From an optimization exercise on the open Yosys and OpenROAD flow, aimed at small area, a short achievable clock period and few clock cycles; shortcuts taken in it are not production practice.
In this exercise RTL edits were held to simulation tests only and were not proved equivalent to the original.
Power figures rest on the tool's default switching activity, not on a simulated workload.

### design/flow/run.sh
#!/bin/bash
# synth_recipe.tcl (not shown) runs the flow's synth.tcl, then flattens the netlist and writes it again
# the make line also repeats each setting of config.mk as NAME=value (left out here)
make -C /OpenROAD-flow-scripts/flow DESIGN_CONFIG=/design/flow/config.mk WORK_HOME=/design/flow/orfs CLKGATE_MAP_FILE= SYNTH_SCRIPT=/design/flow/synth_recipe.tcl finish
### design/flow/config.mk
export PLATFORM = sky130hd
export DESIGN_NAME = ft300_stream
export DESIGN_NICKNAME = ft300_stream
export VERILOG_FILES = /design/flow/design.v
export SDC_FILE = /design/flow/constraint.sdc
export NUM_CORES = 4
export LEC_CHECK = 0
export ABC_AREA = 1
export CAP_MARGIN = 20
export CORE_MARGIN = 2
export CORE_UTILIZATION = 40
export SLEW_MARGIN = 20
### design/flow/design.v
module ft300_stream (
    input  wire         clk,
    input  wire         rst,             
    input  wire         ev_valid,
    input  wire [10:0]  ev,              
    input  wire [31:0]  now,             
    output wire         ev_ready,
    output reg          meas_valid,
    output reg  [107:0] meas_h,          
    output wire [383:0] meas_f,          
    output reg  [31:0]  meas_freq,       
    output reg          stop_valid,
    output wire [2:0]   st,
    output wire [1:0]   err,
    output wire [1:0]   err_detail,
    output wire         xport_held,
    output wire         zero_valid,
    output wire         cancel_pending,
    output wire [4:0]   clen,
    output wire [31:0]  count
);
    localparam [2:0] OP_BYTE    = 3'b001;
    localparam [2:0] OP_TIMEOUT = 3'b010;
    localparam [2:0] OP_START   = 3'b011;
    localparam [2:0] OP_CANCEL  = 3'b100;
    localparam [2:0] OP_RESET   = 3'b101;
    localparam [2:0] ST_UNINIT  = 3'd0;
    localparam [2:0] ST_WARM    = 3'd1;
    localparam [2:0] ST_ZERO    = 3'd2;
    localparam [2:0] ST_STREAM  = 3'd3;
    localparam [2:0] ST_STOP    = 3'd4;
    localparam [1:0] ERR_NONE      = 2'b00;
    localparam [1:0] ERR_CANCELLED = 2'b01;
    localparam [1:0] ERR_TRANSPORT = 2'b10;
    localparam [1:0] ERR_PROTOCOL  = 2'b11;
    localparam [1:0] DET_NONE    = 2'b00;
    localparam [1:0] DET_TIMEOUT = 2'b01;
    localparam [1:0] DET_LENGTH  = 2'b10;
    localparam [1:0] DET_CRC     = 2'b11;
    localparam [15:0] CRC_AFTER_MARKER = 16'h4498;
    localparam [45:0] N_ONE  = 46'd15625;                 
    localparam [45:0] N_ONEN = 46'd15625 << 32;           
    reg [2:0]   st_q;
    reg [4:0]   clen_q;
    reg         m1_q;
    reg [15:0]  crc_q;
    reg         zero_valid_q;
    reg [31:0]  count_q;
    reg [31:0]  t0_q;
    reg [1:0]   err_q;
    reg [1:0]   det_q;
    reg         cancel_q;
    reg         xport_q;
    reg         busy_q;
    reg         clr_q;           
    reg         rdy_q;           
    reg         crcok_q;         
    assign st             = st_q;
    assign err            = err_q;
    assign err_detail     = det_q;
    assign xport_held     = xport_q;
    assign zero_valid     = zero_valid_q;
    assign cancel_pending = cancel_q;
    assign clen           = clen_q;
    assign count          = clr_q ? 32'd0 : count_q;
    assign ev_ready = rdy_q;
    wire        accept  = ev_valid && !busy_q;
    wire [2:0]  op      = ev[10:8];
    wire [7:0]  b       = ev[7:0];
    wire        active  = (st_q == ST_WARM) || (st_q == ST_ZERO) || (st_q == ST_STREAM);
    wire        is_byte = accept && (op == OP_BYTE) && active;
    wire        hit     = m1_q && (b == 8'h4E);
    wire [4:0]  chunk_len = (clen_q == 5'd17) ? 5'd17 : clen_q + 5'd1;
    wire        crc_ok  = crcok_q;
    wire        frame_ok = (clen_q == 5'd15) && crc_ok;    
    function [4:0] step10;
        input [4:0] t;
        begin
            case (t)
            5'd0: step10 = {1'b0, 4'd0};
            5'd1: step10 = {1'b0, 4'd1};
            5'd2: step10 = {1'b0, 4'd2};
            5'd3: step10 = {1'b0, 4'd3};
            5'd4: step10 = {1'b0, 4'd4};
            5'd5: step10 = {1'b0, 4'd5};
            5'd6: step10 = {1'b0, 4'd6};
            5'd7: step10 = {1'b0, 4'd7};
            5'd8: step10 = {1'b0, 4'd8};
            5'd9: step10 = {1'b0, 4'd9};
            5'd10: step10 = {1'b1, 4'd0};
            5'd11: step10 = {1'b1, 4'd1};
            5'd12: step10 = {1'b1, 4'd2};
            5'd13: step10 = {1'b1, 4'd3};
            5'd14: step10 = {1'b1, 4'd4};
            5'd15: step10 = {1'b1, 4'd5};
            5'd16: step10 = {1'b1, 4'd6};
            5'd17: step10 = {1'b1, 4'd7};
            5'd18: step10 = {1'b1, 4'd8};
            5'd19: step10 = {1'b1, 4'd9};
            default: step10 = 5'd0;
            endcase
        end
    endfunction
    function [5:0] step25;
        input [5:0] t;
        begin
            case (t)
            6'd0: step25 = {1'b0, 5'd0};
            6'd1: step25 = {1'b0, 5'd1};
            6'd2: step25 = {1'b0, 5'd2};
            6'd3: step25 = {1'b0, 5'd3};
            6'd4: step25 = {1'b0, 5'd4};
            6'd5: step25 = {1'b0, 5'd5};
            6'd6: step25 = {1'b0, 5'd6};
            6'd7: step25 = {1'b0, 5'd7};
            6'd8: step25 = {1'b0, 5'd8};
            6'd9: step25 = {1'b0, 5'd9};
            6'd10: step25 = {1'b0, 5'd10};
            6'd11: step25 = {1'b0, 5'd11};
            6'd12: step25 = {1'b0, 5'd12};
            6'd13: step25 = {1'b0, 5'd13};
            6'd14: step25 = {1'b0, 5'd14};
            6'd15: step25 = {1'b0, 5'd15};
            6'd16: step25 = {1'b0, 5'd16};
            6'd17: step25 = {1'b0, 5'd17};
            6'd18: step25 = {1'b0, 5'd18};
            6'd19: step25 = {1'b0, 5'd19};
            6'd20: step25 = {1'b0, 5'd20};
            6'd21: step25 = {1'b0, 5'd21};
            6'd22: step25 = {1'b0, 5'd22};
            6'd23: step25 = {1'b0, 5'd23};
            6'd24: step25 = {1'b0, 5'd24};
            6'd25: step25 = {1'b1, 5'd0};
            6'd26: step25 = {1'b1, 5'd1};
            6'd27: step25 = {1'b1, 5'd2};
            6'd28: step25 = {1'b1, 5'd3};
            6'd29: step25 = {1'b1, 5'd4};
            6'd30: step25 = {1'b1, 5'd5};
            6'd31: step25 = {1'b1, 5'd6};
            6'd32: step25 = {1'b1, 5'd7};
            6'd33: step25 = {1'b1, 5'd8};
            6'd34: step25 = {1'b1, 5'd9};
            6'd35: step25 = {1'b1, 5'd10};
            6'd36: step25 = {1'b1, 5'd11};
            6'd37: step25 = {1'b1, 5'd12};
            6'd38: step25 = {1'b1, 5'd13};
            6'd39: step25 = {1'b1, 5'd14};
            6'd40: step25 = {1'b1, 5'd15};
            6'd41: step25 = {1'b1, 5'd16};
            6'd42: step25 = {1'b1, 5'd17};
            6'd43: step25 = {1'b1, 5'd18};
            6'd44: step25 = {1'b1, 5'd19};
            6'd45: step25 = {1'b1, 5'd20};
            6'd46: step25 = {1'b1, 5'd21};
            6'd47: step25 = {1'b1, 5'd22};
            6'd48: step25 = {1'b1, 5'd23};
            6'd49: step25 = {1'b1, 5'd24};
            default: step25 = 6'd0;
            endcase
        end
    endfunction
    reg  [7:0]  b_q;
    reg  [7:0]  lo_q;
    reg         crc_en_q, crc_init_q, lo_en_q;
    reg         v0_q;
    reg  [2:0]  ax0_q;
    always @(posedge clk) begin
        b_q        <= b;
        crc_en_q   <= is_byte && (clen_q < 5'd14);
        crc_init_q <= (clen_q == 5'd0);
        lo_en_q    <= is_byte && !clen_q[0];
        v0_q       <= is_byte && clen_q[0] && (clen_q < 5'd12);
        ax0_q      <= clen_q[3:1];
        if (lo_en_q)
            lo_q <= b_q;
    end
    reg [15:0] crc_next;
    integer    k;
    always @* begin
        crc_next = crc_init_q ? CRC_AFTER_MARKER : crc_q;
        crc_next = crc_next ^ {8'h00, b_q};
        for (k = 0; k < 8; k = k + 1)
            crc_next = crc_next[0] ? ((crc_next >> 1) ^ 16'hA001) : (crc_next >> 1);
    end
    always @(posedge clk)
        if (crc_en_q) begin
            crc_q   <= crc_next;
            crcok_q <= (crc_next == 16'd0);
        end
    wire [15:0] hf    = {~b_q[7], b_q[6:0], lo_q};
    wire        tq0   = (ax0_q >= 3'd3);
    reg  [12:0] q10;
    reg  [3:0]  r10;
    integer     i10;
    always @* begin
        r10 = {1'b0, hf[15:13]};
        for (i10 = 12; i10 >= 0; i10 = i10 - 1)
            {q10[i10], r10} = step10({r10, hf[i10]});
    end
    reg  [15:0] hA_q;
    reg  [3:0]  rA_q;
    reg         tqA_q, vA_q;
    reg  [2:0]  axA_q;
    always @(posedge clk) begin
        hA_q  <= tq0 ? {3'd0, q10} : hf;
        rA_q  <= r10;
        tqA_q <= tq0;
        vA_q  <= v0_q;
        axA_q <= ax0_q;
    end
    wire        incA  = (rA_q >= 4'd4) || ((rA_q == 4'd3) && !hA_q[0]);
    wire [12:0] hTA   = hA_q[12:0] + {12'd0, incA};
    reg [15:0] zf_q [0:2];
    reg [12:0] zt_q [0:2];
    reg [15:0] zsel;
    always @* begin
        case (axA_q)
        3'd0: zsel = zf_q[0];
        3'd1: zsel = zf_q[1];
        3'd2: zsel = zf_q[2];
        3'd3: zsel = {3'd0, zt_q[0]};
        3'd4: zsel = {3'd0, zt_q[1]};
        default: zsel = {3'd0, zt_q[2]};
        endcase
    end
    reg  [15:0] hB_q;
    reg  [15:0] zB_q;
    reg         vB_q;
    reg  [2:0]  axB_q;
    always @(posedge clk) begin
        hB_q  <= tqA_q ? {3'd0, hTA} : hA_q;
        zB_q  <= zsel;
        vB_q  <= vA_q;
        axB_q <= axA_q;
    end
    always @(posedge clk) begin
        if (vB_q && (st_q == ST_ZERO)) begin
            case (axB_q)
            3'd0: zf_q[0] <= hB_q;
            3'd1: zf_q[1] <= hB_q;
            3'd2: zf_q[2] <= hB_q;
            3'd3: zt_q[0] <= hB_q[12:0];
            3'd4: zt_q[1] <= hB_q[12:0];
            default: zt_q[2] <= hB_q[12:0];
            endcase
        end
    end
    wire [16:0] dC1 = {1'b0, hB_q} - {1'b0, zB_q};      
    wire [16:0] dC2 = {1'b0, zB_q} - {1'b0, hB_q};      
    wire [15:0] aC  = dC1[16] ? dC2[15:0] : dC1[15:0];
    integer j;
    always @(posedge clk) begin
        if (vB_q) begin
            for (j = 0; j < 6; j = j + 1)
                if (axB_q == j[2:0])
                    meas_h[18*j +: 18] <= {dC1[16], dC1};
        end
    end
    reg  [15:0] aC_q;
    reg         vC_q;
    reg  [2:0]  axC_q;
    always @(posedge clk) begin
        aC_q  <= aC;
        vC_q  <= vB_q;
        axC_q <= axB_q;
    end
    reg [3:0] lzc;
    integer   s;
    always @* begin
        lzc = 4'd0;
        for (s = 0; s < 16; s = s + 1)
            if (aC_q[s])
                lzc = 4'd15 - s[3:0];
    end
    wire [15:0] xD = aC_q << lzc;
    reg  [2:0]  qd;
    reg  [4:0]  rd;
    always @* begin
        {qd[2], rd} = step25({1'b0, xD[15:11]});
        {qd[1], rd} = step25({rd, xD[10]});
        {qd[0], rd} = step25({rd, xD[9]});
    end
    reg  [2:0]  qD_q;
    reg  [4:0]  rD_q;
    reg  [8:0]  xD_q;
    reg  [3:0]  lzD_q;
    reg         nzD_q, vD_q;
    reg  [2:0]  axD_q;
    always @(posedge clk) begin
        qD_q  <= qd;
        rD_q  <= rd;
        xD_q  <= xD[8:0];
        lzD_q <= lzc;
        nzD_q <= (aC_q != 16'd0);
        vD_q  <= vC_q;
        axD_q <= axC_q;
    end
    reg  [3:0]  qe;
    reg  [4:0]  re;
    integer     ie;
    always @* begin
        re = rD_q;
        for (ie = 3; ie >= 0; ie = ie - 1)
            {qe[ie], re} = step25({re, xD_q[5 + ie]});
    end
    reg  [6:0]  qE_q;
    reg  [4:0]  rE_q;
    reg  [4:0]  xE_q;
    reg  [3:0]  lzE_q;
    reg         nzE_q, vE_q;
    reg  [2:0]  axE_q;
    always @(posedge clk) begin
        qE_q  <= {qD_q, qe};
        rE_q  <= re;
        xE_q  <= xD_q[4:0];
        lzE_q <= lzD_q;
        nzE_q <= nzD_q;
        vE_q  <= vD_q;
        axE_q <= axD_q;
    end
    reg  [3:0]  qf;
    reg  [4:0]  rf;
    integer     jf;
    always @* begin
        rf = rE_q;
        for (jf = 3; jf >= 0; jf = jf - 1)
            {qf[jf], rf} = step25({rf, xE_q[jf + 1]});
    end
    reg  [10:0] qF_q;
    reg  [4:0]  rF_q;
    reg         xF_q;
    reg  [3:0]  lzF_q;
    reg         nzF_q, vF_q;
    reg  [2:0]  axF_q;
    always @(posedge clk) begin
        qF_q  <= {qE_q, qf};
        rF_q  <= rf;
        xF_q  <= xE_q[0];
        lzF_q <= lzE_q;
        nzF_q <= nzE_q;
        vF_q  <= vE_q;
        axF_q <= axE_q;
    end
    wire        qg0;
    wire [4:0]  rG;
    assign {qg0, rG} = step25({rF_q, xF_q});
    wire [11:0] qG = {qF_q, qg0};
    reg  [19:0] pat;
    always @* begin
        case (rG)
        5'd0:  pat = 20'd0;       5'd1:  pat = 20'd41943;   5'd2:  pat = 20'd83886;
        5'd3:  pat = 20'd125829;  5'd4:  pat = 20'd167772;  5'd5:  pat = 20'd209715;
        5'd6:  pat = 20'd251658;  5'd7:  pat = 20'd293601;  5'd8:  pat = 20'd335544;
        5'd9:  pat = 20'd377487;  5'd10: pat = 20'd419430;  5'd11: pat = 20'd461373;
        5'd12: pat = 20'd503316;  5'd13: pat = 20'd545259;  5'd14: pat = 20'd587202;
        5'd15: pat = 20'd629145;  5'd16: pat = 20'd671088;  5'd17: pat = 20'd713031;
        5'd18: pat = 20'd754974;  5'd19: pat = 20'd796917;  5'd20: pat = 20'd838860;
        5'd21: pat = 20'd880803;  5'd22: pat = 20'd922746;  5'd23: pat = 20'd964689;
        5'd24: pat = 20'd1006632;
        default: pat = 20'd0;
        endcase
    end
    wire        q12  = qG[11];
    wire [10:0] mhiG = q12 ? qG[10:0] : {qG[9:0], pat[19]};
    wire [19:0] mmdG = q12 ? pat : {pat[18:0], pat[19]};
    wire [3:0]  l4G  = q12 ? {pat[2:0], pat[19]} : {pat[1:0], pat[19:18]};
    wire        gG   = q12 ? pat[18] : pat[17];
    wire [3:0]  mloG = l4G + {3'd0, gG};
    wire [4:0]  exG  = 5'd16 - {1'b0, lzF_q} - {4'd0, !q12};    
    reg [10:0] mhi_q [0:5];
    reg [19:0] mmd_q [0:5];
    reg [3:0]  mlo_q [0:5];
    reg [5:0]  ex_q  [0:5];      
    always @(posedge clk) begin
        if (vF_q) begin
            for (j = 0; j < 6; j = j + 1)
                if (axF_q == j[2:0]) begin
                    mhi_q[j] <= mhiG;
                    mmd_q[j] <= mmdG;
                    mlo_q[j] <= mloG;
                    ex_q[j]  <= {nzF_q && exG[4:3] != 2'b00,
                                 nzF_q && exG[4:3] == 2'b00,
                                 nzF_q && (exG[4:3] == 2'b00 || exG[4]),
                                 nzF_q ? exG[2:0] : 3'b000};
                end
        end
    end
    genvar g;
    generate
        for (g = 0; g < 6; g = g + 1) begin : gf
            assign meas_f[64*g +: 64] = {meas_h[18*g+17],
                                         ex_q[g][5], {6{ex_q[g][4]}}, ex_q[g][3], ex_q[g][2:0],
                                         mhi_q[g], mmd_q[g], mmd_q[g][19:3], mlo_q[g]};
        end
    endgenerate
    reg [1:0]  dph_q;            
    reg [31:0] d_q;              
    reg [31:0] p_q;              
    reg [20:0] s_q;              
    reg [32:0] q_q;              
    reg [32:0] qp_q;             
    reg [5:0]  cnt_q;            
    reg        sat_q, zres_q;    
    reg [45:0] nacc_q;           
    reg [45:0] nn_q;             
    reg [6:0]  kc_q;             
    reg [6:0]  khi_q;            
    reg [6:0]  klo_q;            
    reg        fast_q;           
    reg        tcap_q;
    reg        nrst_q;           
    wire       cwrap   = (count_q == 32'hFFFF_FFFF);
    wire [45:0] nacc_nx = cwrap ? N_ONE : nacc_q + N_ONE;
    reg [4:0]  lze;
    integer    s2;
    always @* begin
        lze = 5'd0;
        for (s2 = 0; s2 < 32; s2 = s2 + 1)
            if (d_q[s2])
                lze = 5'd31 - s2[4:0];
    end
    wire       ezero = (d_q == 32'd0);
    wire       satc   = ezero || (!cwrap && {2'd0, lze} > khi_q);       
    wire       zresc  = cwrap || ({2'd1, lze} <= klo_q);                
    wire [6:0] c_init = kc_q + {2'd0, lze};
    wire [32:0] tr  = {p_q, s_q[20]};
    wire [33:0] r1  = {1'b0, tr} - {2'b00, d_q};
    wire        dg  = !r1[33];
    wire [31:0] pn  = dg ? r1[31:0] : tr[31:0];
    wire        nzp = dg ? (tr != {1'b0, d_q}) : (tr != 33'd0);
    wire        rinc  = dg && (nzp || q_q[0]);
    wire [32:0] qres  = rinc ? qp_q : q_q;
    wire        done  = busy_q && dph_q[1] && (fast_q || cnt_q == 6'd1);
    always @(posedge clk) begin
        p_q   <= dph_q[1] ? pn : {1'b0, nn_q[45:15]};
        s_q   <= dph_q[1] ? {s_q[19:0], 1'b0} : {nn_q[14:0], 6'd0};
        q_q   <= dph_q[1] ? {q_q[31:0], dg} : 33'd0;
        qp_q  <= dph_q[1] ? (dg ? {qp_q[31:0], 1'b0} : {q_q[31:0], 1'b1}) : 33'd1;
        cnt_q <= dph_q[1] ? cnt_q - 6'd1 : c_init[5:0];
        sat_q <= dph_q[1] ? sat_q : satc;
        zres_q <= dph_q[1] ? zres_q : zresc;
        fast_q <= dph_q[1] ? fast_q : (satc || zresc);
        if (sat_q || (!zres_q && qres[32]))
            meas_freq <= 32'hFFFF_FFFF;
        else if (zres_q)
            meas_freq <= 32'd0;
        else
            meas_freq <= qres[31:0];
    end
    always @(posedge clk) begin
        if (!busy_q) begin
            d_q   <= now;                
            dph_q <= 2'd0;
        end else begin
            if (dph_q == 2'd0) begin
                d_q   <= d_q - t0_q;
                dph_q <= 2'd1;
            end
            if (dph_q == 2'd1) begin
                d_q   <= d_q << lze;
                dph_q <= 2'd2;
            end
        end
    end
    reg nreset;      
    always @(posedge clk) begin
        meas_valid <= 1'b0;
        stop_valid <= 1'b0;
        tcap_q     <= 1'b0;
        clr_q      <= 1'b0;
        nreset      = 1'b0;
        if (clr_q)
            count_q <= 32'd0;
        if (tcap_q)
            t0_q <= d_q;
        if (rst) begin
            st_q         <= ST_UNINIT;
            clen_q       <= 5'd0;
            m1_q         <= 1'b0;
            zero_valid_q <= 1'b0;
            count_q      <= 32'd0;
            err_q        <= ERR_NONE;
            det_q        <= DET_NONE;
            cancel_q     <= 1'b0;
            xport_q      <= 1'b0;
            busy_q       <= 1'b0;
            rdy_q        <= 1'b1;
            nreset        = 1'b1;
        end else if (busy_q) begin
            if (dph_q == 2'd1)
                count_q <= count_q + 32'd1;
            if (done) begin
                busy_q     <= 1'b0;
                rdy_q      <= 1'b1;
                meas_valid <= 1'b1;
                if (cancel_q) begin
                    st_q       <= ST_STOP;
                    err_q      <= ERR_CANCELLED;
                    det_q      <= DET_NONE;
                    cancel_q   <= 1'b0;
                    xport_q    <= 1'b0;
                    stop_valid <= 1'b1;
                end
            end
        end else if (accept) begin
            case (op)
            OP_START: begin
                if (st_q == ST_UNINIT) begin
                    st_q    <= ST_WARM;
                    xport_q <= 1'b1;
                    clen_q  <= 5'd0;
                    m1_q    <= 1'b0;
                end
            end
            OP_CANCEL: begin
                if (st_q == ST_STREAM && clen_q == 5'd0) begin
                    st_q       <= ST_STOP;
                    err_q      <= ERR_CANCELLED;
                    det_q      <= DET_NONE;
                    cancel_q   <= 1'b0;
                    xport_q    <= 1'b0;
                    stop_valid <= 1'b1;
                end else if (active) begin
                    cancel_q <= 1'b1;
                end
            end
            OP_TIMEOUT: begin
                if (active) begin
                    st_q       <= ST_STOP;
                    err_q      <= ERR_TRANSPORT;
                    det_q      <= DET_TIMEOUT;
                    clen_q     <= 5'd0;
                    m1_q       <= 1'b0;
                    cancel_q   <= 1'b0;
                    xport_q    <= 1'b0;
                    stop_valid <= 1'b1;
                end
            end
            OP_RESET: begin
                st_q         <= ST_UNINIT;
                clen_q       <= 5'd0;
                m1_q         <= 1'b0;
                zero_valid_q <= 1'b0;
                clr_q        <= 1'b1;
                err_q        <= ERR_NONE;
                det_q        <= DET_NONE;
                cancel_q     <= 1'b0;
                xport_q      <= 1'b0;
                nreset        = 1'b1;
            end
            OP_BYTE: begin
                if (active) begin
                    if (!hit) begin
                        m1_q   <= (b == 8'h20);
                        clen_q <= chunk_len;
                    end else begin
                        clen_q <= 5'd0;
                        m1_q   <= 1'b0;
                        if (st_q == ST_WARM) begin
                            st_q <= ST_ZERO;
                        end else if (!frame_ok) begin
                            st_q       <= ST_STOP;
                            err_q      <= ERR_PROTOCOL;
                            det_q      <= (clen_q != 5'd15) ? DET_LENGTH : DET_CRC;
                            cancel_q   <= 1'b0;
                            xport_q    <= 1'b0;
                            stop_valid <= 1'b1;
                        end else if (st_q == ST_ZERO) begin
                            zero_valid_q <= 1'b1;
                            tcap_q       <= 1'b1;
                            if (cancel_q) begin
                                st_q       <= ST_STOP;
                                err_q      <= ERR_CANCELLED;
                                det_q      <= DET_NONE;
                                cancel_q   <= 1'b0;
                                xport_q    <= 1'b0;
                                stop_valid <= 1'b1;
                            end else begin
                                st_q <= ST_STREAM;
                            end
                        end else begin
                            busy_q <= 1'b1;
                            rdy_q  <= 1'b0;
                        end
                    end
                end
            end
            default: ;  
            endcase
        end
        nrst_q <= nreset;
        if (nrst_q) begin
            nacc_q <= N_ONE;
            nn_q   <= N_ONEN;
            kc_q   <= 7'd6 - 7'd16;
            khi_q  <= 7'd50 - 7'd6;
            klo_q  <= 7'd48 - 7'd6;
        end else if (busy_q && dph_q == 2'd1) begin
            nacc_q <= nacc_nx;
            nn_q   <= nacc_nx;
            kc_q   <= 7'd38 - 7'd16;
            khi_q  <= 7'd50 - 7'd38;
            klo_q  <= 7'd48 - 7'd38;
        end else if (nn_q[45:38] == 8'd0) begin
            nn_q   <= nn_q << 8;
            kc_q   <= kc_q - 7'd8;
            khi_q  <= khi_q + 7'd8;
            klo_q  <= klo_q + 7'd8;
        end else if (!nn_q[45]) begin
            nn_q   <= nn_q << 1;
            kc_q   <= kc_q - 7'd1;
            khi_q  <= khi_q + 7'd1;
            klo_q  <= klo_q + 7'd1;
        end
    end
endmodule
### design/flow/constraint.sdc
create_clock -name core_clock -period 15.0 [get_ports {clk}]
set_input_delay 3.0000 -clock core_clock [delete_from_list [all_inputs] [get_ports {clk}]]
set_output_delay 3.0000 -clock core_clock [all_outputs]
set_load 0.01 [all_outputs]
==> impl_metrics.toml, run 1 <==
[power_and_ir_drop]
seqPwrFrac_pct = 37.5
p_sw_share_pct = 36.00
p_switching_mw = 3.327
ir_worst_vdd_v = 0.0001181
clkPwrFrac_pct = 29.9
p_comb_share_pct = 32.5
internal_power_mw = 5.916
cellLeakagePower_nw = 24.05
power_density_nw_per_um2 = 154.9

[route]
first_iter_violations = 2966
antenna_left = 0
firstDrtPassIters = 6
routedWlPerCell_um = 17.31
drc_errors = 0
avgViaCountPerCell = 5.042
vias = 38880
routed_wl_mm = 133.5

[final_layout]
nets = 6243
syn_to_final_growth_pct = 21.89
layout-drive-gt1-share_pct = 5.570
n_antenna_cell = 0

[sta]
period_needed_ns = 5.308
final.period_utilization_pct = 35.39
finClkSkew_ns = 0.04093
relSlewSlack_pct = 26.58
fin_tns_setup_ns = 0
fin_ws_ns = 9.692
slew_viol_final = 0
timing.fmax_mhz = 188.4
final-setup-viol-count = 0
hold_viol_final = 0
rsz0062_at_grt = "no"
worst_pin_slew_ns = 1.097

[synth]
synthDistinctLibCells = 70
synth_top_cell_by_area = "edfxtp_1"
yosysMostFrequentCell = "nand2_1"
syn_inst = 5524
synthFlopType = "edfxtp_1"
avgSynthCellArea_um2 = 8.862
synth-edff-count = 527
synthesis.area_um2 = 48950
async_flop_share_pct = 0
synth_top_area_share_pct = 32.33
yosys-top-cells-count = "nand2_1 (1,121), inv_1 (711), edfxtp_1 (527), dfxtp_1 (494), o21ai_0 (478)"
syn-num-nets = 5775
ys_ff_latch = 1021
ys_seq_area_share_pct = 52.53
yosysWarnings = 7
synth_area_leaders = "edfxtp_1 (32%), dfxtp_1 (20%), nand2_1 (8.6%), inv_1 (5.5%), ha_1 (5.1%)"

[floorplan]
die_y_um = 353.8
start_util_pct = 40.27
core-area_um2 = 121600
die_w_um = 353.8
io_pins = 620
rows = 128
dieArea_um2 = 125200

[grt]
track_usage_pct = 20.84
grt_overflow = 0
grt_pass1_vias = 37320
grt_pass1_wl_mm = 209.6
antenna_found_initial = 2
grt_max_degree = 86

[clocking]
post-cts-setup-buffers = 0
cts_hold_buf = 0
cts_tree = "done"
htree_levels = 3
numCtsBuffers = 108
cts_buffer_depth = 3
clk_latency_ns = 0.71
path_clk_slew_ns = 0.06
cts_resized = 0
cts_root_buffer = "clkbuf_16"
cts_sinks = 1021

[placed_design]
detailedPlace.worstSlack_ns = 9.359
io_buffers = 619
place.detailed.hpwl_mm = 98.50
place.gp.congestion = 0.9052

[worst_setup_path]
arrival_ns = 2.31
cp-end-kind = "output pin"
required_ns = 12.00
path_class = "reg -> out"
worstPathMaxFanout = 32
critPathLaunchType = "register"

[flow_run]
maxCapViolations = 0

[min_path]
min_path_type = "reg -> reg"

[status]
status = "timing/DRC/antenna clean"
[cell usage in the layout (no fill, tap or decap), types with 16 or more instances in the layout]
master,count
a211oi_1,18
a21oi_1,271
a221oi_1,27
a31oi_1,53
buf_4,52
clkbuf_1,22
clkbuf_16,110
clkdlybuf4s50_1,619
clkinv_1,19
clkinv_2,16
dfxtp_1,490
edfxtp_1,527
ha_1,200
inv_1,710
nand2_1,1119
nand2_2,21
nand3_1,250
nand4_1,47
nor2_1,362
nor3_1,69
nor4_1,24
o211ai_1,75
o21ai_0,478
o21ai_1,26
o221ai_1,25
o22ai_1,77
o31ai_1,16
or2_2,32
xnor2_1,36
xor2_1,93
[worst max-delay path, cell delays in order (launching register included)]
cell and delay, ns:
dfxtp_2 0.76, inv_1 0.16, nand2_1 0.13, inv_1 0.06, clkdlybuf4s50_1 0.47
[kinds of logic after synthesis]
family,Yosys count,synth area share (%)
AO/OA/AOI/OAI,1146,13.55
XOR/XNOR,129,2.308
adder cells (fa/ha/maj),205,5.316
buffers and inverters,1046,9.171
flip-flops,1021,52.53
multiplexers,8,0.1661
AND/OR/NAND/NOR,1969,16.96
[stage by stage]
stage	area (um2)	std cells	total power, mW	utilization (%)	hold slack [ns]
6_report	59670	7711	9.243	49.09	0.3230
5_1_grt	59670	7711	9.912	49.09	0.3302
4_1_cts	59650	7711	9.334	49.08	0.3249
3_5_place_dp	55930	7507	6.532	46.01	0.3121
3_3_place_gp	55930	7507	6.469	46.01	0.3118
2_1_floorplan	48950	5524	5.702	-	0.3096
[final timing paths]
check	startpoint	endpoint	slack, ns	cells past startpoint
min reg2reg	lzE_q[1]	lzF_q[1]	0.32	0
min	lzE_q[1]	lzF_q[1]	0.32	0
max	clr_q	count[15]	9.69	4
max reg2reg	d_q[13]	meas_freq[8]	9.99	25
[power by group through the flow]
| stage | registers (mW) | logic [mW] | clock network [mW] |
|---|---|---|---|
| after global placement | 3.53 | 2.94 | 0 |
| after CTS | 3.47 | 3.02 | 2.85 |
| final | 3.47 | 3.01 | 2.77 |
| after floorplan | 3.49 | 2.21 | 0 |
| after global routing | 3.48 | 3.47 | 2.96 |
| after detailed placement | 3.53 | 3.00 | 0 |
[flip-flops by register name, summed over array words and instances, names as in the netlist, 16 cells and up]
name       count
meas_h       102
zt_q          39
hA_q          16
crc_q         16
mhi_q         66
meas_freq     32
nacc_q        46
d_q           32
ex_q          36
hB_q          16
t0_q          32
nn_q          46
count_q       32
zB_q          16
mlo_q         24
qp_q          33
aC_q          16
q_q           33
p_q           32
zf_q          48
mmd_q        120
[metal layers]
layer	wire (um)	GRT usage (%)
met1	57380	26.47
met2	65420	36.53
met3	7891	3.794
met4	2793	5.140
met5	27	0
[area by class of cell]
class / count / area (um2)
clock inverters: 56 / 683.2
multi-input cells: 3457 / 18850
inverters: 733 / 2754
fillers: 11220 / 61890
repair buffers: 671 / 6586
flip-flops and latches: 1021 / 25720
clock buffers: 148 / 3038
well taps: 1625 / 2033
Testbench counts, summed over its fixed seeds: cycles 17,529.
==> run 2: changes to the inputs <==
==> design/flow/flow/run.sh (new file) <==
#!/bin/bash
# The standard layout (standard.sh: standard synthesis and ORFS flow),
# with two changes to how the layout is made:
#  - timing repair aims for 9.5 ns of setup slack at the design's clock, so
#    repair_timing keeps sizing and buffering paths the 15 ns clock alone
#    would leave as synthesized (SETUP_SLACK_MARGIN);
#  - ports are buffered with sky130_fd_sc_hd__buf_1 rather than the default
#    choice of buffer_ports (every port still gets its buffer).
# The clock, its period and the constraints are the design's (constraint.sdc).
set -euo pipefail
export SETUP_SLACK_MARGIN=9.5
export BUFFER_PORTS_ARGS="-buffer_cell sky130_fd_sc_hd__buf_1"
bash standard.sh > standard_flow.log 2>&1
==> design/flow/standard.sh (new file) <==
#!/bin/bash
# synth_recipe.tcl (not shown) runs the flow's synth.tcl, then flattens the netlist and writes it again
# the make line also repeats each setting of config.mk as NAME=value (left out here)
make -C /OpenROAD-flow-scripts/flow DESIGN_CONFIG=/design/flow/config.mk WORK_HOME=/design/flow/orfs CLKGATE_MAP_FILE= SYNTH_SCRIPT=/design/flow/synth_recipe.tcl "${@:-finish}"
--- a/design/flow/config.mk
+++ b/design/flow/config.mk
@@ -9,4 +9,5 @@
 export CAP_MARGIN = 20
 export CORE_MARGIN = 2
 export CORE_UTILIZATION = 40
+export CTS_BUF_LIST = sky130_fd_sc_hd__clkbuf_4
 export SLEW_MARGIN = 20
removed: design/flow/run.sh
==> run 2 against run 1 <==
Net effect:
- largest power group unchanged
- final area is 6.8% lower
- non-clock buffer count stayed put
- die area stayed put
- utilization is 3.4 points lower
- global-route usage is 0.11 points lower
- critical path type unchanged
- area after synthesis stayed put
- worst hold slack worse by 0.030 ns
- register-to-register slack better by 0.07 ns
- clock skew is 0.042 ns higher
- highest routed layer is now met4
- critical path depth stayed put
- total power is 3.5% lower
- largest cell class unchanged
- clock power is 11% lower
==> impl_metrics.toml, run 2 <==
[flow_run]
maxCapViolations = 0

[placed_design]
place.gp.congestion = 0.9039
place.detailed.hpwl_mm = 97.23
placed_cells = 7507
io_buffers = 619
detailedPlace.worstSlack_ns = 9.826

[synth]
synth_top_area_share_pct = 32.33
syn_inst = 5524
synthesis.area_um2 = 48950
yosys-top-cells-count = "nand2_1 (1,121), inv_1 (711), edfxtp_1 (527), dfxtp_1 (494), o21ai_0 (478)"
ys_seq_area_share_pct = 52.53
synthFlopType = "edfxtp_1"
synth_area_leaders = "edfxtp_1 (32%), dfxtp_1 (20%), nand2_1 (8.6%), inv_1 (5.5%), ha_1 (5.1%)"
synth-edff-count = 527
syn-num-nets = 5775
avgSynthCellArea_um2 = 8.862
ys_ff_latch = 1021
synth_top_cell_by_area = "edfxtp_1"
async_flop_share_pct = 0
synthDistinctLibCells = 70
yosysMostFrequentCell = "nand2_1"
yosysWarnings = 7

[worst_setup_path]
critical-path-top-delay-family = "flip-flops"
required_ns = 12.00
worstPathMaxFanout = 32
crit_slowest_cell = "dfxtp_4"
critPathLaunchType = "register"
path_class = "reg -> out"
cp_cell_sequence = "inv_1, nand2_1, inv_1, buf_1"
max_stage_delay_ns = 0.57
cp-end-kind = "output pin"
arrival_ns = 2.24
cp_num_buf_inv = 3
cpMostUsedCell = "inv_1"

[power_and_ir_drop]
power_density_nw_per_um2 = 160.5
power.total_mw = 8.922
clkPwrFrac_pct = 27.5
p_sw_share_pct = 37.35
seqPwrFrac_pct = 38.9
internal_power_mw = 5.590
p_comb_share_pct = 33.6
p_switching_mw = 3.332
ir_worst_vdd_v = 0.0001321
cellLeakagePower_nw = 22.67

[sta]
worst_pin_slew_ns = 1.143
finClkSkew_ns = 0.08271
fin_tns_setup_ns = 0
fin_ws_ns = 9.761
rsz0062_at_grt = "yes"
period_needed_ns = 5.239
relSlewSlack_pct = 23.02
timing.fmax_mhz = 190.9
slew_viol_final = 0
final-setup-viol-count = 0
hold_viol_final = 0
final.period_utilization_pct = 34.92

[floorplan]
io_pins = 620
dieArea_um2 = 125200
die_w_um = 353.8
rows = 128
die_y_um = 353.8
start_util_pct = 40.27
core-area_um2 = 121600

[final_layout]
syn_to_final_growth_pct = 13.54
layout_commonest_cell = "nand2_1"
layout-drive-gt1-share_pct = 9.588
reg_top3 = "mmd_q x120, meas_h x102, mhi_q x66"
mostFrequentLayoutCells = "nand2_1 (1,119), inv_1 (708), buf_1 (619)"
largest_register_ff_count = 120
num-fill-cells = 11890
regMostFlops = "mmd_q"
nets = 6425
utilization_pct = 45.73
finalNonFillerCells = 7998

[clocking]
path_clk_slew_ns = 0.07
cts_sinks = 1021
cts_buffer_depth = 4
post-cts-setup-buffers = 0
cts_tree = "done"
cts_root_buffer = "clkbuf_4"
clk_latency_ns = 1.26
htree_levels = 5
numCtsBuffers = 290

[grt]
grt_pass1_vias = 38130
grt_pass1_wl_mm = 207.1
antenna_found_initial = 2
grt_max_degree = 85
track_usage_pct = 20.73
grt_overflow = 0

[route]
firstDrtPassIters = 6
avgViaCountPerCell = 5.000
first_iter_violations = 3028
routedWlPerCell_um = 16.74
wl_met1_mm = 56.27
vias = 39990
top_layer = "met4"
drc_errors = 0
dr_wl_met3_mm = 8.489
routed_wl_mm = 133.9
antenna_left = 0
routed-wl-met2_mm = 65.86

[status]
status = "timing/DRC/antenna clean"

[min_path]
min_path_type = "reg -> reg"
run 2: cell count changes in the layout (fill, tap and decap cells not counted), moves of 7 or more:
| cell | delta |
|---|---|
| buf_1 | +619 |
| bufinv_16 | -10 |
| clkbuf_1 | -22 |
| clkbuf_16 | -110 |
| clkbuf_4 | +424 |
| clkbuf_8 | -14 |
| clkdlybuf4s50_1 | -619 |
| clkinv_1 | +30 |
| clkinv_2 | -7 |
| diode_2 | +11 |
run 2: power groups by stage:
| stage | Clock (mW) | Sequential, mW | Combinational [mW] |
|---|---|---|---|
| floorplan | 0 | 3.49 | 2.21 |
| global placement | 0 | 3.52 | 2.95 |
| detailed placement | 0 | 3.53 | 2.99 |
| CTS | 2.56 | 3.47 | 3.01 |
| global route | 2.71 | 3.48 | 3.48 |
| finish | 2.46 | 3.47 | 3.00 |
run 2: logic make-up after synthesis:
group / Yosys count / share of synthesized area, %
AOI/OAI and AO/OA: 1146 / 13.55
buffers and inverters: 1046 / 9.171
adders and majority gates: 205 / 5.316
DFF: 1021 / 52.53
and+or+nand+nor: 1969 / 16.96
xor gates and xnor gates: 129 / 2.308
muxes: 8 / 0.1661
run 2: cell type report:
type | count | area [um2] | area share, %
Tap cell | 1625 | 2033 | 3.658
Antenna cell | 11 | 27.53 | 0.04952
Timing Repair Buffer | 671 | 2714 | 4.883
Multi-Input combinational cell | 3457 | 18860 | 33.92
Inverter | 733 | 2766 | 4.977
Clock buffer | 424 | 3183 | 5.727
Sequential cell | 1021 | 25720 | 46.28
Clock inverter | 56 | 277.8 | 0.4997
run 2: timing repair:
item,in CTS,in global routing
hold buffers,0,0
hold endpoints to repair,0,0
resized for setup,1,7
endpoints found under the setup margin,4,37
run 2: final timing paths:
kind / start / end / slack, ns / depth (start not counted)
setup reg to reg: d_q[16] / meas_freq[25] / 10.06 / 25
hold / removal: v0_q / vA_q / 0.29 / 0
setup / recovery: clr_q / count[15] / 9.76 / 4
hold reg to reg: v0_q / vA_q / 0.29 / 0
run 2: routing by layer:
layer,GRT usage (%),vias up
met5,0,-
met4,7.064,0
met3,4.753,200
met2,35.65,1299
met1,25.51,18490
li1,-,20000
run 2: stage by stage:
step | cell area [um2] | hold WS, ns
after detailed placement | 52060 | 0.3121
after global placement | 52060 | 0.3106
after global routing | 55580 | 0.2877
after floorplan | 48950 | 0.3096
after CTS | 55520 | 0.2774
final | 55580 | 0.2933
==> run 3: changes to the inputs <==
--- a/design/flow/design.v
+++ b/design/flow/design.v
@@ -6,7 +6,7 @@
     input  wire [31:0]  now,             
     output wire         ev_ready,
     output reg          meas_valid,
-    output reg  [107:0] meas_h,          
+    output wire [107:0] meas_h,          
     output wire [383:0] meas_f,          
     output reg  [31:0]  meas_freq,       
     output reg          stop_valid,
@@ -248,12 +248,16 @@
     wire [16:0] dC1 = {1'b0, hB_q} - {1'b0, zB_q};      
     wire [16:0] dC2 = {1'b0, zB_q} - {1'b0, hB_q};      
     wire [15:0] aC  = dC1[16] ? dC2[15:0] : dC1[15:0];
+    reg [16:0] mh_q [0:5];
+    assign meas_h = {{4{mh_q[5][16]}}, mh_q[5][13:0], {4{mh_q[4][16]}}, mh_q[4][13:0],
+                     {4{mh_q[3][16]}}, mh_q[3][13:0], mh_q[2][16], mh_q[2],
+                     mh_q[1][16], mh_q[1], mh_q[0][16], mh_q[0]};
     integer j;
     always @(posedge clk) begin
         if (vB_q) begin
             for (j = 0; j < 6; j = j + 1)
                 if (axB_q == j[2:0])
-                    meas_h[18*j +: 18] <= {dC1[16], dC1};
+                    mh_q[j] <= dC1;
         end
     end
     reg  [15:0] aC_q;
@@ -388,7 +392,7 @@
     genvar g;
     generate
         for (g = 0; g < 6; g = g + 1) begin : gf
-            assign meas_f[64*g +: 64] = {meas_h[18*g+17],
+            assign meas_f[64*g +: 64] = {mh_q[g][16],
                                          ex_q[g][5], {6{ex_q[g][4]}}, ex_q[g][3], ex_q[g][2:0],
                                          mhi_q[g], mmd_q[g], mmd_q[g][19:3], mlo_q[g]};
         end
@@ -409,7 +413,10 @@
     reg        fast_q;           
     reg        tcap_q;
     reg        nrst_q;           
-    wire       cwrap   = (count_q == 32'hFFFF_FFFF);
+    reg        cwrap_q;          
+    wire       cwrap   = cwrap_q;
+    always @(posedge clk)
+        cwrap_q <= (count_q == 32'hFFFF_FFFF);
     wire [45:0] nacc_nx = cwrap ? N_ONE : nacc_q + N_ONE;
     reg [4:0]  lze;
     integer    s2;
==> design/flow/flow/run.sh (replaced) <==
#!/bin/bash
# The standard layout (standard.sh: standard synthesis and ORFS flow),
# with two changes to how the layout is made:
#  - timing repair aims for 10.5 ns of setup slack at the design's clock, so
#    repair_timing keeps sizing and buffering paths the 15 ns clock alone
#    would leave as synthesized (SETUP_SLACK_MARGIN);
#  - ports are buffered with sky130_fd_sc_hd__buf_1 rather than the default
#    choice of buffer_ports (every port still gets its buffer).
# The clock, its period and the constraints are the design's (constraint.sdc).
set -euo pipefail
export SETUP_SLACK_MARGIN=10.5
export BUFFER_PORTS_ARGS="-buffer_cell sky130_fd_sc_hd__buf_1"
bash standard.sh > standard_flow.log 2>&1
==> run 3 against run 2 <==
Net effect:
- largest cell class unchanged
- largest power group unchanged
- synthesized cell count decreased by 1.7%
- critical path depth up 1
- sequential power about the same
- register-to-register slack gained 0.64 ns
- still clean on timing, DRC and antenna
- fmax is 3.5% higher
- via count up 1.5%
==> impl_metrics.toml, run 3 <==
[status]
status = "timing/DRC/antenna clean"

[clocking]
htree_levels = 5
cts_sinks = 1016
path_clk_slew_ns = 0.06
cts_root_buffer = "clkbuf_4"
numCtsBuffers = 290
cts_buffer_depth = 4
cts_tree = "done"
clk_latency_ns = 1.24

[sta]
final.period_utilization_pct = 33.73
finClkSkew_ns = 0.1150
period_needed_ns = 5.060
hold_viol_final = 0
fin_tns_setup_ns = 0
rsz0062_at_grt = "yes"
hold_ws_ns = 0.3023
slew_viol_final = 0
relSlewSlack_pct = 31.79
worst_pin_slew_ns = 1.018
timing.fmax_mhz = 197.6
final-setup-viol-count = 0
fin_ws_ns = 9.940

[final_layout]
finalNonFillerCells = 7979
syn_to_final_growth_pct = 20.16
fin_area_um2 = 58140
nets = 6416
mostFrequentLayoutCells = "nand2_1 (1,079), inv_1 (669), edfxtp_1 (521)"
largest_register_ff_count = 120
utilization_pct = 48.46
regMostFlops = "mmd_q"
layout_commonest_cell = "nand2_1"
layout-drive-gt1-share_pct = 22.57
reg_top3 = "mmd_q x120, mh_q x96, mhi_q x66"

[grt]
antenna_found_initial = 4
grt_pass1_vias = 38230
track_usage_pct = 21.58
grt_pass1_wl_mm = 210.4
grt_overflow = 0
grt_max_degree = 83

[route]
wl_met1_mm = 59.68
drc_errors = 0
top_layer = "met5"
antenna_left = 0
avgViaCountPerCell = 5.085
firstDrtPassIters = 6
routed-wl-met2_mm = 66.56
vias = 40580
routed_wl_mm = 139.8
dr_wl_met3_mm = 10.15
routedWlPerCell_um = 17.51
first_iter_violations = 3255

[floorplan]
core-area_um2 = 120000
die_y_um = 351.8
start_util_pct = 40.33
rows = 127
io_pins = 620
dieArea_um2 = 123800
die_w_um = 351.8

[worst_setup_path]
endpoint = "count[15]"
arrival_ns = 2.06
worstPathMaxFanout = 8
worst-path-stages = 5
cp_cell_sequence = "buf_12, inv_8, nand2_4, inv_2, buf_6"
r2r-end = "d_q[18]"
crit_slowest_cell = "dfxtp_4"
cp-end-kind = "output pin"
critical-path-top-delay-family = "flip-flops"
r2r_start = "d_q[0]"
path_class = "reg -> out"
reg2reg_depth = 24
startpoint = "clr_q"
cp_num_buf_inv = 4
max_stage_delay_ns = 0.45
r2r_setup_slack_ns = 10.70
critPathLaunchType = "register"
required_ns = 12.00

[placed_design]
placed_cells = 7401
io_buffers = 619
detailedPlace.worstSlack_ns = 9.379
place_area_um2 = 51510
place.detailed.hpwl_mm = 96.34
place.gp.congestion = 0.9217

[power_and_ir_drop]
ir_worst_vdd_v = 0.0001204
cellLeakagePower_nw = 24.82
power.total_mw = 9.180
power_density_nw_per_um2 = 157.9

[synth]
yosysMostFrequentCell = "nand2_1"
yosys-top-cells-count = "nand2_1 (1,097), inv_1 (683), edfxtp_1 (521), dfxtp_1 (495), o21ai_0 (467)"
ys_ff_latch = 1016
synth_area_leaders = "edfxtp_1 (32%), dfxtp_1 (20%), nand2_1 (8.5%), inv_1 (5.3%), ha_1 (5.2%)"
async_flop_share_pct = 0
synthesis.area_um2 = 48380
syn_inst = 5432
synth-edff-count = 521
ys_seq_area_share_pct = 52.82
synth_top_cell_by_area = "edfxtp_1"
synthDistinctLibCells = 63
syn-num-nets = 5683
avgSynthCellArea_um2 = 8.907
synthFlopType = "edfxtp_1"
synth_top_area_share_pct = 32.34
yosysWarnings = 8

[min_path]
min_path_type = "reg -> reg"

[flow_run]
maxCapViolations = 0
-- run 3: cell types whose count changed after synthesis, moves of 11 or more --
cell | previous run | this run
o22ai_1 | 77 | 59
nor3_1 | 76 | 65
nand2_1 | 1121 | 1097
nor2_1 | 368 | 400
a22oi_1 | 10 | 22
nand3_1 | 250 | 188
o21ai_0 | 478 | 467
a21oi_1 | 272 | 295
a22o_1 | 1 | 12
inv_1 | 711 | 683
o221ai_1 | 25 | 42
or2_2 | 32 | 16
-- run 3: worst min-delay path by stage --
| stage | endpoint | startpoint | cells after the start | slack, ns |
|---|---|---|---|---|
| finish | axA_q[2] | ax0_q[2] | 0 | 0.30 |
| global route | axA_q[2] | ax0_q[2] | 0 | 0.30 |
| CTS | axA_q[2] | ax0_q[2] | 0 | 0.29 |
| detailed placement | axD_q[2] | axC_q[2] | 0 | 0.31 |
| global placement | qF_q[6] | qE_q[2] | 0 | 0.31 |
| floorplan | axD_q[0] | axC_q[0] | 0 | 0.31 |
-- run 3: worst register-to-register path: stages (launching register included) --
cell and delay (ns):
edfxtp_1 0.35, inv_1 0.09, ha_2 0.21, fa_2 0.43, o31ai_4 0.25, inv_1 0.08
nor2_2 0.10, nor2_1 0.05, o21ai_1 0.13, and2_1 0.17, nor2_1 0.06, o21ai_2 0.16
nand3_1 0.10, nand2_2 0.08, a31oi_1 0.07, inv_1 0.13, a21oi_1 0.08, o21ai_0 0.35
nand2_1 0.13, o211ai_1 0.13, a21oi_1 0.08, o21ai_0 0.24, o211ai_1 0.15, o21ai_0 0.16
o21ai_0 0.21
-- run 3: cell families after synthesis --
group	after synthesis	share of synthesized area (%)
xor gates and xnor gates	120	2.172
DFF	1016	52.82
muxes	9	0.1862
and+or+nand+nor	1882	16.05
buffers and inverters	1025	9.131
adders and majority gates	205	5.379
AOI/OAI and AO/OA	1175	14.27
-- run 3: per-layer routing --
layer | up-vias | global-route usage (%)
met4 | 2 | 7.448
li1 | 19930 | -
met2 | 1549 | 35.79
met1 | 18860 | 27.55
met3 | 243 | 5.047
met5 | - | 0
-- run 3: power breakdown --
| group | internal, mW | leakage, nW | switching [mW] | total, mW |
|---|---|---|---|---|
| Combinational | 0.990 | 13.8 | 2.20 | 3.18 |
| Clock | 1.39 | 2.16 | 1.15 | 2.54 |
| Sequential | 3.36 | 8.83 | 0.0917 | 3.45 |
-- run 3: area by class of cell --
cell class / instances / area (um2)
Antenna cell: 5 / 12.51
Clock buffer: 437 / 3281
Timing Repair Buffer: 749 / 4850
Clock inverter: 52 / 312.8
Multi-Input combinational cell: 3393 / 19250
Fill cell: 11370 / 61830
Tap cell: 1612 / 2017
Inverter: 712 / 2735
Timing Repair inverter: 3 / 20.02
Sequential cell: 1016 / 25660
-- run 3: timing repair --
action	4_1_cts	5_1_grt
gates cloned	6	7
gates resized for setup	363	710
endpoints found under the setup margin	692	759
pin swaps	12	42
hold buffers	0	0
setup buffers	27	42
hold endpoints to repair	0	0
Testbench counts of run 3, summed over its fixed seeds: cycles 17,529.
==> run 4: changes to the inputs <==
--- a/design/flow/config.mk
+++ b/design/flow/config.mk
@@ -8,6 +8,6 @@
 export ABC_AREA = 1
 export CAP_MARGIN = 20
 export CORE_MARGIN = 2
-export CORE_UTILIZATION = 40
+export CORE_UTILIZATION = 55
 export CTS_BUF_LIST = sky130_fd_sc_hd__clkbuf_4
 export SLEW_MARGIN = 20
==> run 4 against run 3 <==
Net effect:
- flip-flop and latch count is the same
- worst setup slack gained 0.052 ns
- still clean
- clock skew shrank 0.025 ns
- total power shrank 2.3%
- die area shrank 27%
- sequential share of layout area grew 0.68 points
- combinational power shrank 3%
- largest power group unchanged
- register-to-register slack lost 0.06 ns
==> impl_metrics.toml, run 4 <==
[grt]
antenna_found_initial = 16
grt_max_degree = 90
grt_pass1_wl_mm = 207.9
grt_overflow = 0
grt_pass1_vias = 37650
track_usage_pct = 29.37

[synth]
synth_fa_ha_area_share_pct = 5.379
yosys.area_share.simple_pct = 16.05
synth-xor-area-share_pct = 2.172
syn-num-nets = 5683
async_flop_share_pct = 0
synth-edff-count = 521
avgSynthCellArea_um2 = 8.907
synth_compound_area_share_pct = 14.27
ys_seq_area_share_pct = 52.82
yosys-top-cells-count = "nand2_1 (1,097), inv_1 (683), edfxtp_1 (521), dfxtp_1 (495), o21ai_0 (467)"
synth_area_leaders = "edfxtp_1 (32%), dfxtp_1 (20%), nand2_1 (8.5%), inv_1 (5.3%), ha_1 (5.2%)"
synth_top_area_share_pct = 32.34
synth_top_cell_by_area = "edfxtp_1"
synthFlopType = "edfxtp_1"
synthesis.area_um2 = 48380
syn_inst = 5432
synth_top_family_by_area = "simple AND/OR/NAND/NOR gates"
muxShareOfSynthArea_pct = 0.1862
yosysWarnings = 8
ys_ff_latch = 1016
yosysMostFrequentCell = "nand2_1"
synthDistinctLibCells = 63

[worst_setup_path]
critPathLaunchType = "register"
max_stage_delay_ns = 0.38
required_ns = 12.00
worst-path-stages = 4
cp-end-kind = "output pin"
startpoint = "clr_q"
arrival_ns = 2.01
critical-path-top-delay-family = "buffers and inverters"
reg2reg_depth = 23
worstPathMaxFanout = 8
crit_slowest_cell = "dfxtp_4"
cp_cell_sequence = "buf_12, buf_4, nor2_4, buf_6"
r2r_setup_slack_ns = 10.64
r2r_start = "d_q[3]"
path_class = "reg -> out"
endpoint = "count[9]"
cp_num_buf_inv = 3
r2r-end = "d_q[16]"

[sta]
slew_viol_final = 0
final.period_utilization_pct = 33.39
worst_pin_slew_ns = 1.177
finClkSkew_ns = 0.09014
timing.fmax_mhz = 199.7
period_needed_ns = 5.008
fin_tns_setup_ns = 0
rsz0062_at_grt = "yes"
relSlewSlack_pct = 20.73
final-setup-viol-count = 0
hold_viol_final = 0

[power_and_ir_drop]
cellLeakagePower_nw = 24.52
power_density_nw_per_um2 = 156.6
power.total_mw = 8.968
ir_worst_vdd_v = 0.0001324

[final_layout]
largest_register_ff_count = 120
syn_to_final_growth_pct = 18.39
finalNonFillerCells = 7503
nets = 6405
layout_commonest_cell = "nand2_1"
mostFrequentLayoutCells = "nand2_1 (1,078), inv_1 (670), edfxtp_1 (521)"
layout-drive-gt1-share_pct = 21.10
reg_top3 = "mmd_q x120, mh_q x96, mhi_q x66"
regMostFlops = "mmd_q"

[route]
drc_errors = 0
first_iter_violations = 3396
avgViaCountPerCell = 5.429
vias = 40730
routed_wl_mm = 138.6
routedWlPerCell_um = 18.47
antenna_left = 0
firstDrtPassIters = 6

[clocking]
cts_buffer_depth = 4
path_clk_slew_ns = 0.07
htree_levels = 5
clk_latency_ns = 1.17
cts_hold_buf = 0
cts_sinks = 1016
cts_root_buffer = "clkbuf_4"
cts_tree = "done"
numCtsBuffers = 281

[placed_design]
placed_cells = 6940
place.gp.congestion = 0.9273
place.detailed.hpwl_mm = 97.27
io_buffers = 619

[floorplan]
io_pins = 620
die_y_um = 300.6
die_w_um = 300.6
start_util_pct = 55.60
dieArea_um2 = 90360
rows = 108
core-area_um2 = 87020

[status]
status = "timing/DRC/antenna clean"

[flow_run]
maxCapViolations = 0

[min_path]
min_path_type = "reg -> reg"
[run 4: through the flow]
step / util (%) / instance area, um2 / hold slack [ns] / setup slack (ns)
6_report: 65.82 / 57280 / 0.3155 / 9.992
5_1_grt: 65.82 / 57280 / 0.3212 / 9.856
4_1_cts: 63.84 / 55550 / 0.3186 / 9.869
3_5_place_dp: 58.50 / 50910 / 0.3121 / 9.424
3_3_place_gp: 58.50 / 50910 / 0.3101 / 9.631
2_1_floorplan: - / 48430 / 0.3096 / 10.39
[run 4: report_power, final]
group	switching, mW	internal [mW]	leakage [nW]
logic	2.15	0.953	13.6
registers	0.0963	3.36	8.83
clock network	1.11	1.30	2.07
total	3.35	5.62	24.5
[run 4: layer usage]
layer  wire length [um]  GRT usage, %  up-vias  share of wire [%]
li1                   -             -    19910                  -
met1              60800         40.45    19080                 44
met2              63780         46.25     1513                 46
met3              10760         6.732      214                7.8
met4               3054         8.860       18                2.2
met5                216        0.8466        -               0.16
[run 4: how the worst min path moves through the flow]
stage               startpoint  endpoint  slack, ns  depth (start not counted)
floorplan             axC_q[0]  axD_q[0]       0.31                          0
global placement       qD_q[0]   qE_q[4]       0.31                          0
detailed placement    axD_q[2]  axE_q[2]       0.31                          0
CTS                   ax0_q[0]  axA_q[0]       0.32                          0
global route          axE_q[1]  axF_q[1]       0.32                          0
finish                axE_q[1]  axF_q[1]       0.32                          0
[run 4: cell type report]
| class | instances | area (um2) |
|---|---|---|
| diodes | 2 | 5.005 |
| well taps | 1155 | 1445 |
| repair inverters | 3 | 22.52 |
| inverters | 712 | 2706 |
| fillers | 7501 | 29740 |
| flip-flops and latches | 1016 | 25670 |
| repair buffers | 747 | 4737 |
| multi-input cells | 3393 | 19270 |
| clock inverters | 65 | 341.6 |
| clock buffers | 410 | 3078 |
[run 4: what timing repair did]
item | 4_1_cts | 5_1_grt
endpoints found under the setup margin | 714 | 761
gates resized for setup | 386 | 607
setup buffers | 26 | 47
pin swaps | 9 | 55
gates cloned | 6 | 7
[run 4: cells by family after synthesis]
group                    Yosys count
adder cells (fa/ha/maj)          205
XOR/XNOR                         120
buffers and inverters           1025
flip-flops                      1016
AO/OA/AOI/OAI                   1175
AND/OR/NAND/NOR                 1882
multiplexers                       9
[run 4: worst reg2reg max path: stages, from the launching register on]
cell and delay (ns):
edfxtp_1 0.39, buf_4 0.15, buf_4 0.12, ha_1 0.29, a21oi_1 0.27, o31ai_4 0.12, inv_1 0.08, nor2_2 0.05
nor2_1 0.09, o21ai_1 0.08, and2_1 0.16, nor2_1 0.15, o21ai_2 0.11, nand3_2 0.08, nand2_2 0.06, a31oi_1 0.15
inv_1 0.11, nand2_1 0.09, nand2_2 0.07, buf_4 0.14, o21ai_0 0.59, o311ai_0 0.25, o21ai_0 0.17, o21ai_0 0.26
==> run 5: changes to the inputs <==
--- a/design/flow/design.v
+++ b/design/flow/design.v
@@ -402,11 +402,9 @@
     reg [31:0] p_q;              
     reg [20:0] s_q;              
     reg [32:0] q_q;              
-    reg [32:0] qp_q;             
     reg [5:0]  cnt_q;            
     reg        sat_q, zres_q;    
     reg [45:0] nacc_q;           
-    reg [45:0] nn_q;             
     reg [6:0]  kc_q;             
     reg [6:0]  khi_q;            
     reg [6:0]  klo_q;            
@@ -436,13 +434,11 @@
     wire [31:0] pn  = dg ? r1[31:0] : tr[31:0];
     wire        nzp = dg ? (tr != {1'b0, d_q}) : (tr != 33'd0);
     wire        rinc  = dg && (nzp || q_q[0]);
-    wire [32:0] qres  = rinc ? qp_q : q_q;
+    wire [32:0] qinc  = q_q + 33'd1;
+    wire [32:0] qres  = rinc ? qinc : q_q;
     wire        done  = busy_q && dph_q[1] && (fast_q || cnt_q == 6'd1);
     always @(posedge clk) begin
-        p_q   <= dph_q[1] ? pn : {1'b0, nn_q[45:15]};
-        s_q   <= dph_q[1] ? {s_q[19:0], 1'b0} : {nn_q[14:0], 6'd0};
         q_q   <= dph_q[1] ? {q_q[31:0], dg} : 33'd0;
-        qp_q  <= dph_q[1] ? (dg ? {qp_q[31:0], 1'b0} : {q_q[31:0], 1'b1}) : 33'd1;
         cnt_q <= dph_q[1] ? cnt_q - 6'd1 : c_init[5:0];
         sat_q <= dph_q[1] ? sat_q : satc;
         zres_q <= dph_q[1] ? zres_q : zresc;
@@ -596,25 +592,35 @@
             endcase
         end
         nrst_q <= nreset;
+        if (busy_q && dph_q == 2'd1)
+            nacc_q <= nacc_nx;
         if (nrst_q) begin
             nacc_q <= N_ONE;
-            nn_q   <= N_ONEN;
+            p_q    <= {1'b0, N_ONEN[45:15]};
+            s_q    <= {N_ONEN[14:0], 6'd0};
             kc_q   <= 7'd6 - 7'd16;
             khi_q  <= 7'd50 - 7'd6;
             klo_q  <= 7'd48 - 7'd6;
-        end else if (busy_q && dph_q == 2'd1) begin
-            nacc_q <= nacc_nx;
-            nn_q   <= nacc_nx;
-            kc_q   <= 7'd38 - 7'd16;
-            khi_q  <= 7'd50 - 7'd38;
-            klo_q  <= 7'd48 - 7'd38;
-        end else if (nn_q[45:38] == 8'd0) begin
-            nn_q   <= nn_q << 8;
+        end else if (busy_q) begin
+            if (done) begin
+                p_q    <= {1'b0, nacc_q[45:15]};
+                s_q    <= {nacc_q[14:0], 6'd0};
+                kc_q   <= 7'd38 - 7'd16;
+                khi_q  <= 7'd50 - 7'd38;
+                klo_q  <= 7'd48 - 7'd38;
+            end else if (dph_q[1]) begin
+                p_q    <= pn;
+                s_q    <= {s_q[19:0], 1'b0};
+            end
+        end else if (p_q[30:23] == 8'd0) begin
+            p_q    <= {1'b0, p_q[22:0], s_q[20:13]};
+            s_q    <= {s_q[12:0], 8'd0};
             kc_q   <= kc_q - 7'd8;
             khi_q  <= khi_q + 7'd8;
             klo_q  <= klo_q + 7'd8;
-        end else if (!nn_q[45]) begin
-            nn_q   <= nn_q << 1;
+        end else if (!p_q[30]) begin
+            p_q    <= {1'b0, p_q[29:0], s_q[20]};
+            s_q    <= {s_q[19:0], 1'b0};
             kc_q   <= kc_q - 7'd1;
             khi_q  <= khi_q + 7'd1;
             klo_q  <= klo_q + 7'd1;
==> design/flow/flow/run.sh (replaced) <==
#!/bin/bash
# The standard layout (standard.sh: standard synthesis and ORFS flow),
# with two changes to how the layout is made:
#  - timing repair aims for 9.5 ns of setup slack at the design's clock, so
#    repair_timing keeps sizing and buffering paths the 15 ns clock alone
#    would leave as synthesized (SETUP_SLACK_MARGIN);
#  - ports are buffered with sky130_fd_sc_hd__buf_1 rather than the default
#    choice of buffer_ports (every port still gets its buffer).
# The clock, its period and the constraints are the design's (constraint.sdc).
set -euo pipefail
export SETUP_SLACK_MARGIN=9.5
export BUFFER_PORTS_ARGS="-buffer_cell sky130_fd_sc_hd__buf_1"
bash standard.sh > standard_flow.log 2>&1
==> run 5 against run 4 <==
Net effect:
- non-clock buffer count is 66 lower
- clock-buffer cell count is 52 lower
- largest cell class unchanged
- highest routed layer unchanged
- area after synthesis is 2.2% lower
==> impl_metrics.toml, run 5 <==
[worst_setup_path]
path_class = "reg -> out"
arrival_ns = 2.10
critPathLaunchType = "register"
reg2reg_depth = 28
r2r-end = "meas_freq[5]"
r2r_setup_slack_ns = 9.93
required_ns = 12.00
worstPathMaxFanout = 34
r2r_start = "d_q[1]"
cp-end-kind = "output pin"

[grt]
grt_pass1_vias = 37180
antenna_found_initial = 13
track_usage_pct = 29.05
grt_max_degree = 67
grt_pass1_wl_mm = 203.7
grt_overflow = 0

[sta]
hold_ws_ns = 0.3198
period_needed_ns = 5.104
finClkSkew_ns = 0.06841
fin_ws_ns = 9.896
fin_tns_setup_ns = 0
timing.fmax_mhz = 195.9
final.period_utilization_pct = 34.03
relSlewSlack_pct = 26.35
hold_viol_final = 0
rsz0062_at_grt = "no"
final-setup-viol-count = 0
slew_viol_final = 0
worst_pin_slew_ns = 1.097

[floorplan]
io_pins = 620
rows = 107
dieArea_um2 = 88390
die_w_um = 297.3
start_util_pct = 55.57
core-area_um2 = 85150
die_y_um = 297.3

[synth]
yosys-top-cells-count = "nand2_1 (1,088), inv_1 (675), edfxtp_1 (521), o21ai_0 (459), nor2_1 (443)"
yosysMostFrequentCell = "nand2_1"
synthesis.area_um2 = 47320
ys_seq_area_share_pct = 50.67
synthDistinctLibCells = 74
avgSynthCellArea_um2 = 8.658
synth-edff-count = 521
async_flop_share_pct = 0
synth_area_leaders = "edfxtp_1 (33%), dfxtp_1 (18%), nand2_1 (8.6%), inv_1 (5.4%), ha_1 (5.3%)"
syn-num-nets = 5717
synthFlopType = "edfxtp_1"
syn_inst = 5465
synth_top_cell_by_area = "edfxtp_1"
yosysWarnings = 8
synth_top_area_share_pct = 33.06
ys_ff_latch = 937

[clocking]
numCtsBuffers = 233
cts_hold_buf = 0
clk_latency_ns = 1.13
cts_root_buffer = "clkbuf_4"
cts_buffer_depth = 3
path_clk_slew_ns = 0.06
cts_tree = "done"
htree_levels = 4
cts_sinks = 937

[power_and_ir_drop]
clkPwrFrac_pct = 26.0
ir_worst_vdd_v = 0.0001135
internal_power_mw = 5.138
p_switching_mw = 3.152
power_density_nw_per_um2 = 156.2
p_comb_share_pct = 35.0
p_sw_share_pct = 38.02
cellLeakagePower_nw = 21.92
seqPwrFrac_pct = 39.0

[final_layout]
layout-drive-gt1-share_pct = 8.744
layout_commonest_cell = "nand2_1"
reg_top3 = "mmd_q x120, mh_q x96, mhi_q x66"
regMostFlops = "mmd_q"
mostFrequentLayoutCells = "nand2_1 (1,086), inv_1 (674), buf_1 (619)"
utilization_pct = 62.31
nets = 6325
finalNonFillerCells = 7416
syn_to_final_growth_pct = 12.13
largest_register_ff_count = 120

[placed_design]
placed_cells = 6975
detailedPlace.worstSlack_ns = 9.045
place.detailed.hpwl_mm = 96.13
place.gp.congestion = 0.9309
io_buffers = 619

[flow_run]
maxCapViolations = 0

[route]
routed_wl_mm = 131.6
drc_errors = 0
firstDrtPassIters = 6
avgViaCountPerCell = 5.367
vias = 39800
first_iter_violations = 3107
antenna_left = 0
routedWlPerCell_um = 17.75

[min_path]
min_path_cells = 0
min_path_type = "reg -> reg"
hold_start = "qE_q[0]"
holdPathEnd = "qF_q[4]"

[status]
status = "timing/DRC/antenna clean"
## run 5: changes by cell type after synthesis, moves of 12 or more
cell      delta
o22ai_1     -42
nor3_1      +39
a211oi_1    +16
nand3_1     +43
o221ai_1    -28
a22oi_1     -12
a21oi_1     +71
dfxtp_1     -79
a31oi_1     -12
clkbuf_1    -15
nor2_1      +43
## run 5: area by class of cell
class	instances	area [um2]
tap	1144	1431
inverter	702	2653
clock inverter	71	391.6
clock buffer	358	2688
sequential	937	23970
antenna	5	12.51
multi-input combinational	3518	19100
fill	7592	32090
timing repair buffer	681	2805
## run 5: power by group through the flow
stage / clock network, mW / logic, mW / registers [mW]
after floorplan: 0 / 2.15 / 3.24
after global placement: 0 / 2.85 / 3.29
after detailed placement: 0 / 2.86 / 3.29
after CTS: 2.22 / 2.88 / 3.23
after global routing: 2.35 / 3.34 / 3.25
final: 2.16 / 2.90 / 3.23
## run 5: routing by layer
| metal | part of all wire (%) | vias to the layer above | global-route usage (%) |
|---|---|---|---|
| li1 | - | 19720 | - |
| met1 | 43 | 18460 | 38.07 |
| met4 | 2.3 | 20 | 9.367 |
| met5 | 0.094 | - | 0 |
| met2 | 47 | 1389 | 48.11 |
| met3 | 7.0 | 216 | 6.179 |
## run 5: how the worst max path moves through the flow
stage             from             to  slack (ns)  cells past startpoint
6_report         clr_q      count[23]        9.90                      3
5_1_grt        aC_q[0]        rD_q[1]        9.52                     35
3_3_place_gp    d_q[1]  meas_freq[18]        9.18                     28
2_1_floorplan   ev[10]       err_q[1]       10.24                     14
3_5_place_dp    d_q[1]  meas_freq[18]        9.05                     28
4_1_cts         d_q[1]   meas_freq[5]        9.53                     28
## run 5: worst max-delay path: stages, from the launching register on
cell and delay (ns):
dfxtp_1 0.30, buf_4 0.24, nor2_1 0.21, buf_1 0.23
## run 5: logic make-up after synthesis
family                     after synthesis  share of synthesized area [%]
muxes                                    5                         0.1058
buffers and inverters                 1010                          9.290
xor gates and xnor gates               136                          2.517
DFF                                    937                          50.67
AOI/OAI and AO/OA                     1170                          14.24
and+or+nand+nor                       2001                          17.66
adders and majority gates              206                          5.527
## run 5: metrics by stage
stage	power, mW	area [um2]
2_1_floorplan	5.393	47320
3_3_place_gp	6.135	49840
3_5_place_dp	6.150	49850
4_1_cts	8.328	52940
5_1_grt	8.933	53050
6_report	8.290	53060
## run 5: what timing repair did
item                       CTS  global route
resized for setup            3            17
setup buffers                0             7
setup endpoints to repair   32            45
Testbench counts of run 5, summed over its fixed seeds: cycles 17,529.

==> port drivers added, routing unchanged <==
Ports are ideal in the flow. The routed layouts listed here were re-timed in OpenROAD.
Step 1: set_driving_cell puts a clkbuf_16 on clk and a buf_2 on each other input, an assumption about the parent block.
Step 2 times the ports against the registers' clock, not the clock port: input delays grow and output delays shrink by t, the midpoint of the rising clock arrivals with the driver on.
Three values: ideal, step 1, step 2; two values: the first two.
run | shift t [ns] | slack for setup (ns) | worst register clock-pin slew, ns | worst data-port slew with drivers (ns)
run 1 | 0.759 | 9.692 / 9.619 / 9.271 | 0.07 / 0.07 | 0.10
run 2 | 1.292 | 9.761 / 9.690 / 9.698 | 0.08 / 0.08 | 0.08
run 3 | 1.256 | 9.940 / 9.868 / 9.801 | 0.08 / 0.08 | 0.08
run 4 | 1.194 | 9.992 / 9.921 / 9.830 | 0.08 / 0.08 | 0.15
run 5 | 1.167 | 9.896 / 9.825 / 9.490 | 0.08 / 0.08 | 0.11
After both steps every run listed still meets setup and hold. The setup slack of run 1, which loses most, moves by -0.073 ns with the drivers and by -0.421 ns with both steps.
